Source: an optimization exercise on an open RTL-to-GDS flow (aim: small area and a short achievable clock period). Production flows keep margins and buffers that such runs may drop.
RTL that was checked went through simulation tests only; none was proved equivalent to the original.
No activity file was given, so power comes from the tool's default toggle rates.

## violet
// lrdcc
module lrdcc (
    input  wire        clk,
    input  wire        rst,        
    input  wire [6:0]  ev,         
    output wire        sc_valid,   
    output wire [32:0] sc_word,    
    output wire [7:0]  disp_out,
    output wire        act_up,
    output wire        act_dn
);
Settings: LEC_CHECK=0, CAP_MARGIN=20, CORE_MARGIN=2, CORE_UTILIZATION=70, SLEW_MARGIN=20; clock period 110.0 ns.
standard.sh (not shown) runs the stock make flow with config.mk's settings and CLKGATE_MAP_FILE= SYNTH_SCRIPT=/design/flow/synth_recipe.tcl, a recipe that flattens the netlist after the stock synthesis.
==> flow/flow/run.sh <==
#!/bin/bash
# Standard ORFS flow (the standard.sh, standard synthesis unchanged) with
# smaller port buffers and a smaller clock tree.
set -uo pipefail
export BUFFER_PORTS_ARGS="-buffer_cell sky130_fd_sc_hd__buf_1"
export CTS_ARGS="-sink_clustering_enable -repair_clock_nets -buf_list sky130_fd_sc_hd__clkbuf_4 -root_buf sky130_fd_sc_hd__clkbuf_4 -sink_clustering_size 30 -dont_use_dummy_load"
bash standard.sh SETUP_SLACK_MARGIN=87 finish > flow.log 2>&1
rc=$?
cp orfs/logs/sky130hd/lrdcc/base/*.log . 2>/dev/null
exit $rc
violet closes out successfully: all stages finished, all timing, DRC and antenna checks passed.
Here is what was changed in the inputs of yarrow compared with violet.
--- a/flow/flow/run.sh
+++ b/flow/flow/run.sh
@@ -6,3 +6,3 @@
 export CTS_ARGS="-sink_clustering_enable -repair_clock_nets -buf_list sky130_fd_sc_hd__clkbuf_4 -root_buf sky130_fd_sc_hd__clkbuf_4 -sink_clustering_size 30 -dont_use_dummy_load"
-bash standard.sh SETUP_SLACK_MARGIN=87 finish > flow.log 2>&1
+bash standard.sh finish > flow.log 2>&1
 rc=$?
Notes after the runs:
- Comparing violet and yarrow, the higher critical-path maximum fanout was measured on yarrow.
- Fraction of area in registers was lower in violet than in yarrow.
- yarrow vs violet — achievable frequency dropped by a few percent
- yarrow vs. violet: aggregate global-route resource usage went down by 1.1 points.
- From violet to yarrow the numbers moved as follows: met1 wire length decreased 97 µm; part of the total power dissipated in the clock network comparable; least setup slack across all paths after layout lower; power shrank by 3.2%; share of the core filled with cells -2.3 points.
- Comparing violet and yarrow, the lower total number of vias is on yarrow.
- NOTE: met3 wire length in yarrow falls short of that of violet
No run of this note included a check of the RTL's function; only the layout flow was run.

Another version of the RTL of lrdcc (not shown whole).
Size in the first run: roughly 450 cells after synthesis, ~69 flip-flops.
Settings: LEC_CHECK=0, CAP_MARGIN=20, CORE_MARGIN=2, CORE_UTILIZATION=70, SLEW_MARGIN=20; clock period 110.0 ns.
==> flow/flow/run.sh <==
#!/bin/bash
# The standard layout (standard.sh, standard synthesis unchanged) with
# buf_1 port buffers, a clock tree of clkbuf_4 without dummy loads, and the
# post-CTS and post-global-route timing repair aimed at a small setup margin
# above the design's own slack (paths above that margin are left alone).
set -uo pipefail
export BUFFER_PORTS_ARGS="-buffer_cell sky130_fd_sc_hd__buf_1"
export CTS_ARGS="-sink_clustering_enable -repair_clock_nets -buf_list sky130_fd_sc_hd__clkbuf_4 -root_buf sky130_fd_sc_hd__clkbuf_4 -sink_clustering_size 30 -dont_use_dummy_load"
bash standard.sh place > flow_place.log 2>&1 || exit 1
bash standard.sh SETUP_SLACK_MARGIN=${MARGIN:-86.9} finish > flow_finish.log 2>&1
rc=$?
cp orfs/logs/sky130hd/lrdcc/base/*.log . 2>/dev/null
exit $rc
Next try:
==> flow/flow/run.sh (replaced) <==
#!/bin/bash
# The standard layout (standard.sh, standard synthesis unchanged) with:
# buf_1 port buffers; after placement, the resizer's power recovery
# downsizes cells where timing allows (flow/downsize.tcl); a clock tree of
# clkbuf_4 without dummy loads; and the post-CTS / post-global-route timing
# repair aimed at a setup margin just above the design's own slack.
set -uo pipefail
export BUFFER_PORTS_ARGS="-buffer_cell sky130_fd_sc_hd__buf_1"
export CTS_ARGS="-sink_clustering_enable -repair_clock_nets -buf_list sky130_fd_sc_hd__clkbuf_4 -root_buf sky130_fd_sc_hd__clkbuf_4 -sink_clustering_size 30 -dont_use_dummy_load"
bash standard.sh place > flow_place.log 2>&1 || exit 1
export RESULTS_DIR=$PWD/orfs/results/sky130hd/lrdcc/base
export PLATFORM_DIR=$FLOW_HOME/platforms/sky130hd
export LIB_FILE=$PLATFORM_DIR/lib/sky130_fd_sc_hd__tt_025C_1v80.lib
openroad -no_init -exit flow/downsize.tcl > downsize.log 2>&1 || exit 1
bash standard.sh SETUP_SLACK_MARGIN=86.9 finish > flow_finish.log 2>&1
rc=$?
cp orfs/logs/sky130hd/lrdcc/base/*.log . 2>/dev/null
exit $rc
==> flow/flow/downsize.tcl (new file) <==
# Downsize cells that synthesis sized up where timing allows (power
# recovery of the resizer), then legalize again.
read_liberty $::env(LIB_FILE)
read_db $::env(RESULTS_DIR)/3_place.odb
read_sdc $::env(RESULTS_DIR)/3_place.sdc
source $::env(PLATFORM_DIR)/setRC.tcl
set_dont_use [list sky130_fd_sc_hd__probe_p_8 sky130_fd_sc_hd__probec_p_8 sky130_fd_sc_hd__lpflow_*]
estimate_parasitics -placement
report_design_area
repair_timing -recover_power 100 -setup_margin 86.9 -verbose
report_design_area
detailed_placement
check_placement -verbose
write_db $::env(RESULTS_DIR)/3_place.odb
The changed run passed the timing, DRC and antenna checks; setup slack loses 0.0073 ns; global-route usage fell by 0.34 points; total power fell slightly; maximum frequency is about the same; final cell count does not change; critical path depth rose by 6; hold slack hardly moves.

port drivers added, routing unchanged:
The flow's constraints put no driver on any port. The routed layouts listed below were extracted and timed again, unchanged, in two steps. Step 1: set_driving_cell puts a clkbuf_16 on clk and a buf_2 on each other input, an assumption about the parent block. Step 2 times the ports against the registers' clock, not the clock port: input delays grow and output delays shrink by t, the midpoint of the rising clock arrivals with the driver on. a / b / c = ideal ports / drivers / drivers and shift; a / b = the first two.
run	t (ns)	slack for setup (ns)	clock arrival spread, ns	slew at the worst register clock pin (ns)	cell pins on the clock port's net
violet	0.433	86.989 / 86.961 / 86.616	0.036 / 0.036	0.12 / 0.12	1
yarrow	0.401	86.446 / 86.447 / 86.045	0.037 / 0.037	0.11 / 0.11	1
the first run of note 2	0.414	86.997 / 86.967 / 86.624	0.030 / 0.030	0.12 / 0.12	1
the second run of note 2	0.417	86.990 / 86.971 / 86.583	0.029 / 0.029	0.12 / 0.12	1
After both steps every run listed still meets setup and hold. For the second run of note 2, which loses most, drivers alone change the setup slack by -0.019 ns; drivers and shift together by -0.407 ns.
